Context: an optimization exercise on an open-source flow, tuned for a short achievable clock period and few clock cycles. The choices shown serve that exercise and are no tape-out recipe.
The RTL was checked by simulation tests, not by an equivalence proof against the original design.
No activity file was given, so power comes from the tool's default toggle rates.

==> inputs of trial 93 <==
==> flow/design.v (excerpt) <==
module dpt_rx_engine (
    input  wire        clk,
    input  wire        rst,
    input  wire        in_valid,
    output wire        in_ready,
    input  wire [1:0]  in_op,
    input  wire [31:0] in_data,
    output wire        ram_we,
    output wire [9:0]  ram_waddr,
    output wire [7:0]  ram_wdata,
    output wire [9:0]  ram_raddr,
    input  wire [7:0]  ram_rdata,
    output wire        mem_we,
    output wire [31:0] mem_addr,
    output wire [7:0]  mem_wdata,
    output wire        resp_valid,
    output wire [31:0] resp_value,
    output wire [9:0]  rxq_size,
    output wire [7:0]  idle_count,
    output reg  [31:0] cnt_rx,
    output reg  [31:0] cnt_overrun,
    output reg  [31:0] cnt_buserr
);
    localparam [7:0] TERM = 8'h16;
    localparam [1:0] M_SEEK = 2'd0,    
                     M_CAND = 2'd1,    
                     M_DISC = 2'd2;    
    localparam QW = 4;                 
    reg        rdy;
    reg [9:0]  head, tail, size;
    reg [7:0]  idle_cnt;
    reg        sem, busy, pend;
    reg [31:0] rx_addr;
    reg        pb_v;
    reg [9:0]  pb_pos;
    reg [7:0]  pb_d;
    reg [9:0]  raddr;
    reg        r_v;                  
    reg        d_v;                  
    reg [9:0]  d_pos;
    reg        q_v;                  
  ...
Settings: LEC_CHECK=0, CAP_MARGIN=20, CORE_MARGIN=2, CORE_UTILIZATION=40, PLACE_DENSITY=0.6, SLEW_MARGIN=20; clock period 8.0 ns.
run.sh (not shown) runs the stock make flow with config.mk's settings and CLKGATE_MAP_FILE= SYNTH_SCRIPT=/design/flow/synth_recipe.tcl, a recipe that flattens the netlist after the stock synthesis.
==> build 59 (differences from trial 93) <==
Settings changed: ABC_CLOCK_PERIOD_IN_PS set to 3000, SETUP_SLACK_MARGIN set to 4.5.
==> qor summary <==
	trial 93	build 59
Transition time at the pin with the least slew margin	1.14 ns	1.17 ns
Met2 usage	45.2%	46.8%
M3 GR Usage	4.73%	5.76%
Power per unit of standard cell area	241 nW/µm²	237 nW/µm²
Vias/cell	5.95	5.91
DP Wirelength	153 mm	155 mm
Share of the final layout cell area in multi-input gates	42.0%	41.8%
Worst path required time	8.68 ns	8.60 ns
CTS Buf Count	113	117
Filler cell count	13300	13200
Number of standard cells in the layout, taps in and fillers out	8182	8286
Total leakage power	24.3 nW	25.2 nW
Outcome	finished with violations	finished with violations
Violated checks	negative setup slack	negative setup slack
Headroom to the max-slew limit	23.0%	21.2%
Setup TNS Final	-8.64 ns	-13.29 ns
Post-route total power	0.0167 W	0.0169 W
Power Clock	0.00541 W	0.00554 W
WHS	0.449 ns	0.451 ns
Clock skew	0.0210 ns	0.0495 ns
Weighted congestion reported at the end of routability-driven placement	1.01	1.00
Testbench counts of trial 93, summed over its fixed seeds: cycles 112,877.
Testbench counts of build 59, summed over its fixed seeds: cycles 112,877.


==> inputs of trial 69 <==
dpt_rx_engine, a different RTL version from the one above (not shown whole).
==> flow/config.mk <==
export PLATFORM = sky130hd
export DESIGN_NAME = dpt_rx_engine
export DESIGN_NICKNAME = dpt_rx_engine
export VERILOG_FILES = /design/flow/design.v
export SDC_FILE = /design/flow/constraint.sdc
export NUM_CORES = 4
export LEC_CHECK = 0
export ABC_CLOCK_PERIOD_IN_PS = 2500
export CAP_MARGIN = 20
export CORE_MARGIN = 2
export CORE_UTILIZATION = 40
export CTS_CLUSTER_DIAMETER = 80
export CTS_CLUSTER_SIZE = 20
export PLACE_DENSITY = 0.6
export SETUP_SLACK_MARGIN = 5.0
export SLEW_MARGIN = 20
==> flow/constraint.sdc <==
create_clock -name core_clock -period 8.0 [get_ports {clk}]
set_input_delay 1.6000 -clock core_clock [delete_from_list [all_inputs] [get_ports {clk}]]
set_output_delay 1.6000 -clock core_clock [all_outputs]
set_load 0.01 [all_outputs]
standard.sh (not shown) runs the stock make flow with config.mk's settings and CLKGATE_MAP_FILE= SYNTH_SCRIPT=/design/flow/synth_recipe.tcl, a recipe that flattens the netlist after the stock synthesis.
==> flow/flow/run.sh <==
#!/bin/bash
# Standard ORFS flow (the standard.sh), with the resizer free to change a
# cell's footprint while it repairs timing, and aiming for more setup slack.
set -o pipefail
bash standard.sh MATCH_CELL_FOOTPRINT=0 SETUP_SLACK_MARGIN=5.5 finish > standard.log 2>&1
==> trial 61 (differences from trial 69) <==
--- a/flow/design.v
+++ b/flow/design.v
@@ -70,14 +70,15 @@
                             end else if (!f16) begin
                                 mode_n = M_DISC;
                             end
                         end
                     end else begin
                         spawn = f16 && !f16v;
                         if (k1) b1_n = b;
+                        if (k2 && t68) ep_n = cp + {1'b0, total} + 10'd1;
                         k1_n = 1'b0; k2_n = k1; k3_n = k2;
                         c0_n  = !rem_unk && r1;
                         n16_n = !rem_unk && (tdc ? r2 : (r2 || rem3));
                         n68_n = t68 && k2;
                         nff_n = 1'b0;
                         bad_n = bad_now;
                         f16v_n = f16v || f16;
@@ -146,31 +147,27 @@
     reg        lost;                 
     reg        q_v;                  
     reg [7:0]  q_d;
     reg        q_16, q_68, q_10, q_a2, q_dc, q_e5, q_ff, q_lead;
     reg        live;                 
     reg [9:0]  sp;                   
     reg        mb;                   
-    reg        rd_pend;              
-    reg [9:0]  rd_sv;
     reg        s_park;               
     reg [9:0]  s_rp;                 
     reg        a_v;
     reg [1:0]  a_mode;
     reg [9:0]  a_cp, a_ep, a_f16p;
-    reg [9:0]  a_ep68;               
     reg [7:0]  a_lead, a_b1;
     reg        a_t68, a_tdc, a_te5;
     reg [8:0]  a_total, a_rem;
     reg        a_r0, a_r1, a_r2, a_rem_unk, a_k1, a_k2, a_k3, a_bad, a_f16v;
     reg        a_c0, a_n16, a_n68, a_nff;
     reg        b_v;
     reg [1:0]  b_mode;
     reg [9:0]  b_cp, b_ep, b_f16p;
-    reg [9:0]  b_ep68;
     reg [7:0]  b_lead, b_b1;
     reg        b_t68, b_tdc, b_te5;
     reg [8:0]  b_total, b_rem;
     reg        b_r0, b_r1, b_r2, b_rem_unk, b_k1, b_k2, b_k3, b_bad, b_f16v;
     reg        b_c0, b_n16, b_n68, b_nff;
     reg [9:0]  fq_p2   [0:(1<<QW)-1];
     reg [9:0]  fq_ep   [0:(1<<QW)-1];
@@ -187,15 +184,14 @@
     reg        ev_drop;              
     reg        e2_skip;              
     reg [9:0]  sn_p2, sn_ep, ss_p2, ss_ep;
     reg [7:0]  sn_lead, sn_b1, ss_lead, ss_b1;
     reg [8:0]  sn_tot, ss_tot;
     reg        sn_t1, ss_t1;
     reg        dl;                   
-    reg        ew;                   
     reg [9:0]  d_ep;                 
     reg        copying;
     reg        c_r;                  
     reg        c_d;                  
     reg        c_b1v;                
     reg [7:0]  c_b1;
     reg [9:0]  c_ptr, c_end;
@@ -228,15 +224,15 @@
     wire fe5  = pb_e5  || q_e5;
     wire fff  = pb_ff  || q_ff;
     wire flead = pb_lead || q_lead;
     wire        q_nfull   = q_tight;
     wire        q_nfull_u = q_stall;
     wire        qu        = (q_uc != q_rd);       
     wire        qpend     = ev_mf || ev_sf || ev_take || ev_drop;
-    wire step = have && !q_nfull_u && !rd_pend;
+    wire step = have && !q_nfull_u;
     wire [1:0] an_mode;
     wire [9:0] an_cp, an_ep, an_f16p;
     wire [7:0] an_lead, an_b1;
     wire       an_t68, an_tdc, an_te5, an_r0, an_r1, an_r2, an_rem_unk, an_k1, an_k2, an_k3;
     wire       an_bad, an_f16v;
     wire       an_c0, an_n16, an_n68, an_nff;
     wire [8:0] an_total, an_rem;
@@ -287,23 +283,20 @@
     wire       m_back  = mb ? b_back  : a_back;
     wire       m_spawn = mb ? b_spawn : a_spawn;
     wire       n_found = mb ? a_found : b_found;
     wire       n_fail  = mb ? a_fail  : b_fail;
     wire       n_back  = mb ? a_back  : b_back;
     wire [1:0] m_mode  = mb ? b_mode  : a_mode;
     wire [9:0] m_cp    = mb ? b_cp    : a_cp;
-    wire [9:0] a_epx   = a_t68 ? a_ep68 : a_ep;
-    wire [9:0] b_epx   = b_t68 ? b_ep68 : b_ep;
-    wire [9:0] m_ep    = mb ? b_epx   : a_epx;
+    wire [9:0] m_ep    = mb ? b_ep    : a_ep;
     wire [9:0] m_f16p  = mb ? b_f16p  : a_f16p;
     wire [7:0] m_lead  = mb ? b_lead  : a_lead;
     wire [7:0] m_b1    = mb ? b_b1    : a_b1;
     wire [8:0] m_total = mb ? b_total : a_total;
     wire       m_r0    = mb ? b_r0    : a_r0;
-    wire       m_c0    = mb ? b_c0    : a_c0;
     wire       m_te5   = mb ? b_te5   : a_te5;
     wire       m_r1    = mb ? b_r1    : a_r1;
     wire       m_rem_unk = mb ? b_rem_unk : a_rem_unk;
     wire       m_bad   = mb ? b_bad   : a_bad;
     wire s_act   = s_v && !s_park;
     wire s_found = s_act && n_found && !m_found;   
     wire s_drop  = s_found && q_nfull;
@@ -328,31 +321,26 @@
     wire inj    = acc && op_i && idle_zero;
     wire pushed = push && !full;
     wire trig_w = acc && (op_e || (op_i && idle_zero)) && busy;
     wire trig_r = acc && op_r && !busy && sem;
     wire e2a = (m_mode == M_SEEK) && pl_v && pb_e5;
     wire e2b = (m_mode == M_CAND) && pl_v && !m_rem_unk && m_r1 && !m_bad && pb_16;
     wire e2c = (m_mode == M_CAND) && live && !pb_v && !m_rem_unk && m_r0 && !m_bad;
-    wire e2  = !qu && !qpend && !e2_skip && !rd_pend && (e2a || e2b || e2c);
+    wire e2  = !qu && !qpend && !e2_skip && (e2a || e2b || e2c);
     wire eager_f = trig_w && qu;
     wire eager_2 = trig_w && op_i && !full && e2;
-    wire wait_ok = (m_mode == M_CAND) && live && !qu && !e2_skip && !rd_pend &&
-                   !ev_mf && !ev_take &&
-                   !(pl_v && m_c0) &&
-                   !(op_i && (pl_v ? (!m_rem_unk && m_r1) : m_c0));
-    wire eager_w = trig_w && wait_ok;
-    wire lazy    = (trig_w && !eager_f && !eager_2 && !eager_w) || trig_r;
+    wire lazy    = (trig_w && !eager_f && !eager_2) || trig_r;
     wire [QW-1:0] qh = q_rd[QW-1:0];
     wire [9:0] s_p2_d  = qu ? fq_p2[qh]   : m_cp + 10'd2;
     wire [9:0] s_ep_d  = qu ? fq_ep[qh]   : e2a ? head + 10'd1 : m_ep;
     wire [7:0] s_lead_d= qu ? fq_lead[qh] : e2a ? 8'hE5 : m_lead;
     wire [7:0] s_b1_d  = qu ? fq_b1[qh]   : m_b1;
     wire [8:0] s_tot_d = qu ? fq_tot[qh]  : e2a ? 9'd1 : m_total;
     wire       s_t1_d  = qu ? fq_t1[qh]   : e2a || m_te5;    
-    wire settled   = live && !pb_v && !ev_mf && !ev_take && !e2_skip && !rd_pend;
+    wire settled   = live && !pb_v && !qpend && !e2_skip;   
     wire [9:0] wt_size = (m_mode != M_CAND) ? 10'd0 : mb ? head - b_cp : head - a_cp;
     wire pend_x    = pend && !busy;                 
     wire pend_f    = pend && busy && qu;
     wire pend_wait = pend && busy && !qu && settled;
     wire deliver   = eager_f || eager_2 || pend_f;
     wire [9:0] wt   = (m_mode == M_CAND) ? m_cp : head;     
     wire [9:0] first  = s_p2_d;
@@ -361,44 +349,41 @@
     wire       copy_rd = copying && (c_nx2 != c_end);
     wire [9:0] sp_inc  = sp + 10'd1;
     wire [9:0] rd_pos  = use_park ? pk_pos  : m_f16p;
     wire [9:0] fp_inc  = fp + 10'd1;
     wire       at_head  = (sp == head);
     wire       at_head1 = (sp_inc == head);
     wire       fp_head  = (fp == head);
-    wire [9:0] sp_n    = rd_pend ? rd_sv : step ? sp_inc : sp;
-    wire live_n = !rd_pend && (live ? (step || !pb_v) : ((step && at_head1) || at_head));
-    wire restart = (live && !live_n) || rd_pend || (!live && have && !step) || lost;
+    wire [9:0] sp_n    = redirect ? rd_pos : step ? sp_inc : sp;
+    wire live_n = !redirect && (live ? (step || !pb_v) : ((step && at_head1) || at_head));
+    wire restart = (live && !live_n) || redirect || (!live && have && !step) || lost;
     wire s_issue = !live_n && !copying && !restart && !fp_head;
     wire qg = rf2 && !restart && !live_n;
     wire pg = pushed && live_n;
     wire [9:0] fp_next = restart ? sp_n : ((copying || fp_head) ? fp : fp_inc);
     always @(posedge clk) begin
         pb_pos  <= head;
         pb_d    <= op_b ? in_data[7:0] : TERM;
         if (acc && op_r && !busy) rx_addr <= in_data;
-        rd_sv <= rd_pos;
         if (park) s_rp <= s_f16p;
         if (step) begin
             a_cp <= an_cp; a_ep <= an_ep; a_lead <= an_lead; a_b1 <= an_b1;
             a_t68 <= an_t68; a_tdc <= an_tdc; a_te5 <= an_te5; a_total <= an_total;
             a_rem <= an_rem; a_r0 <= an_r0; a_r1 <= an_r1; a_r2 <= an_r2;
             a_rem_unk <= an_rem_unk; a_k1 <= an_k1; a_k2 <= an_k2; a_k3 <= an_k3;
             a_bad <= an_bad; a_f16v <= an_f16v; a_f16p <= an_f16p;
             b_cp <= bn_cp; b_ep <= bn_ep; b_lead <= bn_lead; b_b1 <= bn_b1;
             b_t68 <= bn_t68; b_tdc <= bn_tdc; b_te5 <= bn_te5; b_total <= bn_total;
             b_rem <= bn_rem; b_r0 <= bn_r0; b_r1 <= bn_r1; b_r2 <= bn_r2;
             b_rem_unk <= bn_rem_unk; b_k1 <= bn_k1; b_k2 <= bn_k2; b_k3 <= bn_k3;
             b_bad <= bn_bad; b_f16v <= bn_f16v; b_f16p <= bn_f16p;
         end
         sn_p2 <= m_cp + 10'd2; sn_ep <= m_ep;
-        a_ep68 <= a_cp + {1'b0, a_total} + 10'd1;
-        b_ep68 <= b_cp + {1'b0, b_total} + 10'd1;
         sn_lead <= m_lead; sn_b1 <= m_b1; sn_tot <= m_total; sn_t1 <= m_te5;
-        ss_p2 <= (mb ? a_cp : b_cp) + 10'd2; ss_ep <= mb ? a_epx : b_epx;
+        ss_p2 <= (mb ? a_cp : b_cp) + 10'd2; ss_ep <= mb ? a_ep : b_ep;
         ss_lead <= mb ? a_lead : b_lead; ss_b1 <= mb ? a_b1 : b_b1;
         ss_tot <= mb ? a_total : b_total; ss_t1 <= mb ? a_te5 : b_te5;
         if (ev_mf) begin
             fq_p2[q_uc[QW-1:0]] <= sn_p2; fq_ep[q_uc[QW-1:0]] <= sn_ep;
             fq_lead[q_uc[QW-1:0]] <= sn_lead; fq_b1[q_uc[QW-1:0]] <= sn_b1;
             fq_tot[q_uc[QW-1:0]] <= sn_tot; fq_t1[q_uc[QW-1:0]] <= sn_t1;
         end else if (ev_sf) begin
@@ -427,22 +412,22 @@
         fp <= fp_next;
     end
     always @(posedge clk) begin
         if (rst) begin
             rdy <= 1'b1;
             head <= 10'd0; tail <= 10'd0; size <= 10'd0;
             idle_cnt <= 8'd0;
-            sem <= 1'b0; busy <= 1'b0; pend <= 1'b0; dl <= 1'b0; ew <= 1'b0;
+            sem <= 1'b0; busy <= 1'b0; pend <= 1'b0; dl <= 1'b0;
             cnt_rx <= 32'd0; cnt_overrun <= 32'd0; cnt_buserr <= 32'd0;
             pb_v <= 1'b0;
             rf1 <= 1'b0; rf2 <= 1'b0; q_v <= 1'b0; lost <= 1'b0; pl_v <= 1'b0;
             pl_d <= 8'd0; q_d <= 8'd0;
             {pb_16, pb_68, pb_10, pb_a2, pb_dc, pb_e5, pb_ff, pb_lead} <= 8'd0;
             {q_16, q_68, q_10, q_a2, q_dc, q_e5, q_ff, q_lead} <= 8'd0;
-            live <= 1'b1; sp <= 10'd0; mb <= 1'b0; s_park <= 1'b0; rd_pend <= 1'b0;
+            live <= 1'b1; sp <= 10'd0; mb <= 1'b0; s_park <= 1'b0;
             a_v <= 1'b0; a_mode <= M_SEEK; b_v <= 1'b0; b_mode <= M_SEEK;
             {a_c0, a_n16, a_n68, a_nff} <= 4'd0; {b_c0, b_n16, b_n68, b_nff} <= 4'd0;
             q_rd <= 0; q_uc <= 0; q_wr <= 0; q_stall <= 1'b0; q_tight <= 1'b0;
             ev_mf <= 1'b0; ev_sf <= 1'b0; ev_take <= 1'b0; ev_drop <= 1'b0;
             e2_skip <= 1'b0;
             copying <= 1'b0; c_r <= 1'b0; c_d <= 1'b0; c_b1v <= 1'b0;
             mem_we_r <= 1'b0; resp_v <= 1'b0;
@@ -455,15 +440,14 @@
             pb_v <= pushed;
             if (pushed) head <= head + 10'd1;
             if (trig_w) sem <= 1'b0;
             else if (acc && (op_e || (op_i && idle_zero))) sem <= 1'b1;
             if (acc && op_r && addr_nz && !busy) busy <= 1'b1;
             live <= live_n;
             sp   <= sp_n;
-            rd_pend <= redirect;
             if (step) begin
                 a_mode <= an_mode;
                 b_mode <= bn_mode;
                 {a_c0, a_n16, a_n68, a_nff} <= {an_c0, an_n16, an_n68, an_nff};
                 {b_c0, b_n16, b_n68, b_nff} <= {bn_c0, bn_n16, bn_n68, bn_nff};
                 if (mb) begin
                     if (take)          a_v <= 1'b1;
@@ -511,15 +495,14 @@
                 q_tight <= (n_a >= (1 << QW) - 2);
             end
             if (lazy) begin
                 pend <= 1'b1;
                 rdy  <= 1'b0;
             end
             dl <= deliver;
-            ew <= eager_w;
             if (pend_x) begin
                 pend <= 1'b0;
                 rdy  <= 1'b1;
             end
             if (pend_wait) begin
                 pend <= 1'b0;
                 rdy  <= 1'b1;
@@ -528,20 +511,14 @@
                 size <= wt_size;
                 if (m_mode == M_DISC) begin
                     if (mb) b_mode <= M_SEEK; else a_mode <= M_SEEK;
                 end
             end else if (dl) begin
                 tail <= d_ep;
                 size <= head - d_ep;
-            end else if (ew) begin
-                size <= head - tail;
-                rdy  <= 1'b1;
-            end else if (eager_w) begin
-                tail <= m_cp;
-                rdy  <= 1'b0;
             end else begin
                 size <= pushed ? size + 10'd1 : size;
             end
             if (eager_2) e2_skip <= 1'b1;
             else if (step && m_found) e2_skip <= 1'b0;
             rf1  <= s_issue && !deliver && !copy_rd;
             lost <= s_issue && (deliver || copy_rd);
Settings changed: CTS_CLUSTER_DIAMETER 80 to default, CTS_CLUSTER_SIZE 20 to default.
==> build 79 (differences from trial 69) <==
--- a/flow/design.v
+++ b/flow/design.v
@@ -146,16 +146,14 @@
     reg        lost;                 
     reg        q_v;                  
     reg [7:0]  q_d;
     reg        q_16, q_68, q_10, q_a2, q_dc, q_e5, q_ff, q_lead;
     reg        live;                 
     reg [9:0]  sp;                   
     reg        mb;                   
-    reg        rd_pend;              
-    reg [9:0]  rd_sv;
     reg        s_park;               
     reg [9:0]  s_rp;                 
     reg        a_v;
     reg [1:0]  a_mode;
     reg [9:0]  a_cp, a_ep, a_f16p;
     reg [9:0]  a_ep68;               
     reg [7:0]  a_lead, a_b1;
@@ -228,15 +226,15 @@
     wire fe5  = pb_e5  || q_e5;
     wire fff  = pb_ff  || q_ff;
     wire flead = pb_lead || q_lead;
     wire        q_nfull   = q_tight;
     wire        q_nfull_u = q_stall;
     wire        qu        = (q_uc != q_rd);       
     wire        qpend     = ev_mf || ev_sf || ev_take || ev_drop;
-    wire step = have && !q_nfull_u && !rd_pend;
+    wire step = have && !q_nfull_u;
     wire [1:0] an_mode;
     wire [9:0] an_cp, an_ep, an_f16p;
     wire [7:0] an_lead, an_b1;
     wire       an_t68, an_tdc, an_te5, an_r0, an_r1, an_r2, an_rem_unk, an_k1, an_k2, an_k3;
     wire       an_bad, an_f16v;
     wire       an_c0, an_n16, an_n68, an_nff;
     wire [8:0] an_total, an_rem;
@@ -328,31 +326,31 @@
     wire inj    = acc && op_i && idle_zero;
     wire pushed = push && !full;
     wire trig_w = acc && (op_e || (op_i && idle_zero)) && busy;
     wire trig_r = acc && op_r && !busy && sem;
     wire e2a = (m_mode == M_SEEK) && pl_v && pb_e5;
     wire e2b = (m_mode == M_CAND) && pl_v && !m_rem_unk && m_r1 && !m_bad && pb_16;
     wire e2c = (m_mode == M_CAND) && live && !pb_v && !m_rem_unk && m_r0 && !m_bad;
-    wire e2  = !qu && !qpend && !e2_skip && !rd_pend && (e2a || e2b || e2c);
+    wire e2  = !qu && !qpend && !e2_skip && (e2a || e2b || e2c);
     wire eager_f = trig_w && qu;
     wire eager_2 = trig_w && op_i && !full && e2;
-    wire wait_ok = (m_mode == M_CAND) && live && !qu && !e2_skip && !rd_pend &&
+    wire wait_ok = (m_mode == M_CAND) && live && !qu && !e2_skip &&
                    !ev_mf && !ev_take &&
                    !(pl_v && m_c0) &&
                    !(op_i && (pl_v ? (!m_rem_unk && m_r1) : m_c0));
     wire eager_w = trig_w && wait_ok;
     wire lazy    = (trig_w && !eager_f && !eager_2 && !eager_w) || trig_r;
     wire [QW-1:0] qh = q_rd[QW-1:0];
     wire [9:0] s_p2_d  = qu ? fq_p2[qh]   : m_cp + 10'd2;
     wire [9:0] s_ep_d  = qu ? fq_ep[qh]   : e2a ? head + 10'd1 : m_ep;
     wire [7:0] s_lead_d= qu ? fq_lead[qh] : e2a ? 8'hE5 : m_lead;
     wire [7:0] s_b1_d  = qu ? fq_b1[qh]   : m_b1;
     wire [8:0] s_tot_d = qu ? fq_tot[qh]  : e2a ? 9'd1 : m_total;
     wire       s_t1_d  = qu ? fq_t1[qh]   : e2a || m_te5;    
-    wire settled   = live && !pb_v && !ev_mf && !ev_take && !e2_skip && !rd_pend;
+    wire settled   = live && !pb_v && !ev_mf && !ev_take && !e2_skip;
     wire [9:0] wt_size = (m_mode != M_CAND) ? 10'd0 : mb ? head - b_cp : head - a_cp;
     wire pend_x    = pend && !busy;                 
     wire pend_f    = pend && busy && qu;
     wire pend_wait = pend && busy && !qu && settled;
     wire deliver   = eager_f || eager_2 || pend_f;
     wire [9:0] wt   = (m_mode == M_CAND) ? m_cp : head;     
     wire [9:0] first  = s_p2_d;
@@ -361,26 +359,25 @@
     wire       copy_rd = copying && (c_nx2 != c_end);
     wire [9:0] sp_inc  = sp + 10'd1;
     wire [9:0] rd_pos  = use_park ? pk_pos  : m_f16p;
     wire [9:0] fp_inc  = fp + 10'd1;
     wire       at_head  = (sp == head);
     wire       at_head1 = (sp_inc == head);
     wire       fp_head  = (fp == head);
-    wire [9:0] sp_n    = rd_pend ? rd_sv : step ? sp_inc : sp;
-    wire live_n = !rd_pend && (live ? (step || !pb_v) : ((step && at_head1) || at_head));
-    wire restart = (live && !live_n) || rd_pend || (!live && have && !step) || lost;
+    wire [9:0] sp_n    = redirect ? rd_pos : step ? sp_inc : sp;
+    wire live_n = !redirect && (live ? (step || !pb_v) : ((step && at_head1) || at_head));
+    wire restart = (live && !live_n) || redirect || (!live && have && !step) || lost;
     wire s_issue = !live_n && !copying && !restart && !fp_head;
     wire qg = rf2 && !restart && !live_n;
     wire pg = pushed && live_n;
     wire [9:0] fp_next = restart ? sp_n : ((copying || fp_head) ? fp : fp_inc);
     always @(posedge clk) begin
         pb_pos  <= head;
         pb_d    <= op_b ? in_data[7:0] : TERM;
         if (acc && op_r && !busy) rx_addr <= in_data;
-        rd_sv <= rd_pos;
         if (park) s_rp <= s_f16p;
         if (step) begin
             a_cp <= an_cp; a_ep <= an_ep; a_lead <= an_lead; a_b1 <= an_b1;
             a_t68 <= an_t68; a_tdc <= an_tdc; a_te5 <= an_te5; a_total <= an_total;
             a_rem <= an_rem; a_r0 <= an_r0; a_r1 <= an_r1; a_r2 <= an_r2;
             a_rem_unk <= an_rem_unk; a_k1 <= an_k1; a_k2 <= an_k2; a_k3 <= an_k3;
             a_bad <= an_bad; a_f16v <= an_f16v; a_f16p <= an_f16p;
@@ -434,15 +431,15 @@
             sem <= 1'b0; busy <= 1'b0; pend <= 1'b0; dl <= 1'b0; ew <= 1'b0;
             cnt_rx <= 32'd0; cnt_overrun <= 32'd0; cnt_buserr <= 32'd0;
             pb_v <= 1'b0;
             rf1 <= 1'b0; rf2 <= 1'b0; q_v <= 1'b0; lost <= 1'b0; pl_v <= 1'b0;
             pl_d <= 8'd0; q_d <= 8'd0;
             {pb_16, pb_68, pb_10, pb_a2, pb_dc, pb_e5, pb_ff, pb_lead} <= 8'd0;
             {q_16, q_68, q_10, q_a2, q_dc, q_e5, q_ff, q_lead} <= 8'd0;
-            live <= 1'b1; sp <= 10'd0; mb <= 1'b0; s_park <= 1'b0; rd_pend <= 1'b0;
+            live <= 1'b1; sp <= 10'd0; mb <= 1'b0; s_park <= 1'b0;
             a_v <= 1'b0; a_mode <= M_SEEK; b_v <= 1'b0; b_mode <= M_SEEK;
             {a_c0, a_n16, a_n68, a_nff} <= 4'd0; {b_c0, b_n16, b_n68, b_nff} <= 4'd0;
             q_rd <= 0; q_uc <= 0; q_wr <= 0; q_stall <= 1'b0; q_tight <= 1'b0;
             ev_mf <= 1'b0; ev_sf <= 1'b0; ev_take <= 1'b0; ev_drop <= 1'b0;
             e2_skip <= 1'b0;
             copying <= 1'b0; c_r <= 1'b0; c_d <= 1'b0; c_b1v <= 1'b0;
             mem_we_r <= 1'b0; resp_v <= 1'b0;
@@ -455,15 +452,14 @@
             pb_v <= pushed;
             if (pushed) head <= head + 10'd1;
             if (trig_w) sem <= 1'b0;
             else if (acc && (op_e || (op_i && idle_zero))) sem <= 1'b1;
             if (acc && op_r && addr_nz && !busy) busy <= 1'b1;
             live <= live_n;
             sp   <= sp_n;
-            rd_pend <= redirect;
             if (step) begin
                 a_mode <= an_mode;
                 b_mode <= bn_mode;
                 {a_c0, a_n16, a_n68, a_nff} <= {an_c0, an_n16, an_n68, an_nff};
                 {b_c0, b_n16, b_n68, b_nff} <= {bn_c0, bn_n16, bn_n68, bn_nff};
                 if (mb) begin
                     if (take)          a_v <= 1'b1;
Settings changed: CTS_CLUSTER_DIAMETER 80 to default, CTS_CLUSTER_SIZE 20 to default.
==> trial 14 (differences from trial 69) <==
--- a/flow/design.v
+++ b/flow/design.v
@@ -127,14 +127,15 @@
     localparam [1:0] M_SEEK = 2'd0,    
                      M_CAND = 2'd1,    
                      M_DISC = 2'd2;    
     localparam QW = 4;                 
     reg        rdy;
     reg [9:0]  head, tail, size;
     reg [7:0]  idle_cnt;
+    reg [31:0] rx_p1, ovr_p1, err_p1;    
     reg        sem, busy, pend;
     reg [31:0] rx_addr;
     reg        pb_v;
     reg [9:0]  pb_pos;
     reg [7:0]  pb_d;
     reg        pl_v;
     reg [7:0]  pl_d;                 
@@ -429,31 +430,41 @@
     always @(posedge clk) begin
         if (rst) begin
             rdy <= 1'b1;
             head <= 10'd0; tail <= 10'd0; size <= 10'd0;
             idle_cnt <= 8'd0;
             sem <= 1'b0; busy <= 1'b0; pend <= 1'b0; dl <= 1'b0; ew <= 1'b0;
             cnt_rx <= 32'd0; cnt_overrun <= 32'd0; cnt_buserr <= 32'd0;
+            rx_p1 <= 32'd1; ovr_p1 <= 32'd1; err_p1 <= 32'd1;
             pb_v <= 1'b0;
             rf1 <= 1'b0; rf2 <= 1'b0; q_v <= 1'b0; lost <= 1'b0; pl_v <= 1'b0;
             pl_d <= 8'd0; q_d <= 8'd0;
             {pb_16, pb_68, pb_10, pb_a2, pb_dc, pb_e5, pb_ff, pb_lead} <= 8'd0;
             {q_16, q_68, q_10, q_a2, q_dc, q_e5, q_ff, q_lead} <= 8'd0;
             live <= 1'b1; sp <= 10'd0; mb <= 1'b0; s_park <= 1'b0; rd_pend <= 1'b0;
             a_v <= 1'b0; a_mode <= M_SEEK; b_v <= 1'b0; b_mode <= M_SEEK;
             {a_c0, a_n16, a_n68, a_nff} <= 4'd0; {b_c0, b_n16, b_n68, b_nff} <= 4'd0;
             q_rd <= 0; q_uc <= 0; q_wr <= 0; q_stall <= 1'b0; q_tight <= 1'b0;
             ev_mf <= 1'b0; ev_sf <= 1'b0; ev_take <= 1'b0; ev_drop <= 1'b0;
             e2_skip <= 1'b0;
             copying <= 1'b0; c_r <= 1'b0; c_d <= 1'b0; c_b1v <= 1'b0;
             mem_we_r <= 1'b0; resp_v <= 1'b0;
         end else begin
-            if (acc && op_b) cnt_rx <= cnt_rx + 32'd1;
-            if (acc && op_e) cnt_buserr <= cnt_buserr + 32'd1;
-            if (push && full) cnt_overrun <= cnt_overrun + 32'd1;
+            if (acc && op_b) begin
+                cnt_rx <= rx_p1;
+                rx_p1  <= rx_p1 + 32'd1;
+            end
+            if (acc && op_e) begin
+                cnt_buserr <= err_p1;
+                err_p1     <= err_p1 + 32'd1;
+            end
+            if (push && full) begin
+                cnt_overrun <= ovr_p1;
+                ovr_p1      <= ovr_p1 + 32'd1;
+            end
             if (acc && (op_b || op_e)) idle_cnt <= 8'd0;
             else if (acc && op_i && idle_cnt != 8'd255) idle_cnt <= idle_cnt + 8'd1;
             pb_v <= pushed;
             if (pushed) head <= head + 10'd1;
             if (trig_w) sem <= 1'b0;
             else if (acc && (op_e || (op_i && idle_zero))) sem <= 1'b1;
             if (acc && op_r && addr_nz && !busy) busy <= 1'b1;
==> comparison table <==
quantity	trial 61	trial 14	trial 69	build 79
Number of buffers inserted by post-CTS setup repair	333	251	304	331
# resized after CTS	1750	1614	1610	1757
Status	no timing/DRC/antenna violations	no timing/DRC/antenna violations	no timing/DRC/antenna violations	no timing/DRC/antenna violations
Clock network power	6.98 mW	5.03 mW	4.91 mW	7.02 mW
Clock-cell share of area	6.36%	3.46%	3.69%	6.30%
Proportion of layout cells with a drive suffix above 1	40.7%	33.9%	36.3%	39.2%
R2r setup slk	5.19 ns	5.18 ns	5.27 ns	5.08 ns
Place WS	2.91 ns	2.89 ns	3.16 ns	3.04 ns
Fraction of synthesized area in multiplexers	12.3%	11.6%	12.4%	12.2%
Area after DPL	64500 um2	70000 um2	66700 um2	66200 um2
Sequential share of cell area	49.4%	51.4%	51.4%	49.1%
Switching power	3.41 mW	3.17 mW	3.00 mW	3.48 mW
Critical path required time	6.40 ns	6.40 ns	8.65 ns	6.40 ns
Critical path capture point type	primary output	primary output	flip-flop	primary output
Comb power	0.507 mW	0.561 mW	0.553 mW	0.547 mW
Proportion of power drawn by the clock network	45.3%	35.4%	36.3%	45.0%
Buffers, non-clock	831	738	771	832
Sum of routed wire length over all layers	181000 um	196000 um	185000 um	188000 um
CP Depth	1	1	8	1
Clock buffers created by TritonCTS	149	92	91	151
Slew HR	24.6%	28.9%	21.1%	13.5%
Total track usage	23.0%	23.0%	23.0%	23.4%
Fraction of area in multi-input gates	29.4%	31.1%	30.1%	29.7%
Final HPWL from detailed placement	105000 um	113000 um	112000 um	109000 um
Post-route total power	15.4 mW	14.2 mW	13.5 mW	15.6 mW
Testbench counts of trial 69, summed over its fixed seeds: cycles 110,598.
Testbench counts of trial 61, summed over its fixed seeds: cycles 110,819.
Testbench counts of build 79, summed over its fixed seeds: cycles 110,586.
Testbench counts of trial 14, summed over its fixed seeds: cycles 110,598.

[port drivers added, routing unchanged]
The flow's constraints put no driver on any port. The routed layouts listed below were extracted and timed again, unchanged, in two steps. Step 1, drivers: a clkbuf_16 drives clk and a buf_2 each remaining input, both assumed. Step 2 also shifts input and output timing later by t, the mid clock arrival at the registers, as if the neighbouring blocks saw the same clock. Slacks: ideal / step 1 / step 2; pairs: ideal / step 1.
| run | t (ns) | slack for setup (ns) | clock arrival spread, ns | cell pins on the clock port's net |
|---|---|---|---|---|
| trial 93 | 0.806 | -0.841 / -0.841 / -0.841 | 0.026 / 0.025 | 1 |
| build 59 | 0.819 | -1.066 / -1.066 / -1.066 | 0.050 / 0.049 | 1 |
| trial 69 | 0.788 | 5.118 / 5.093 / 4.310 | 0.037 / 0.036 | 1 |
| trial 61 | 0.861 | 5.082 / 4.999 / 4.277 | 0.060 / 0.059 | 1 |
| build 79 | 0.867 | 5.070 / 4.993 / 4.313 | 0.058 / 0.058 | 1 |
| trial 14 | 0.804 | 5.104 / 5.021 / 4.354 | 0.063 / 0.062 | 1 |
The setup slack of trial 69, which loses most, moves by -0.025 ns with the drivers and by -0.808 ns with both steps.
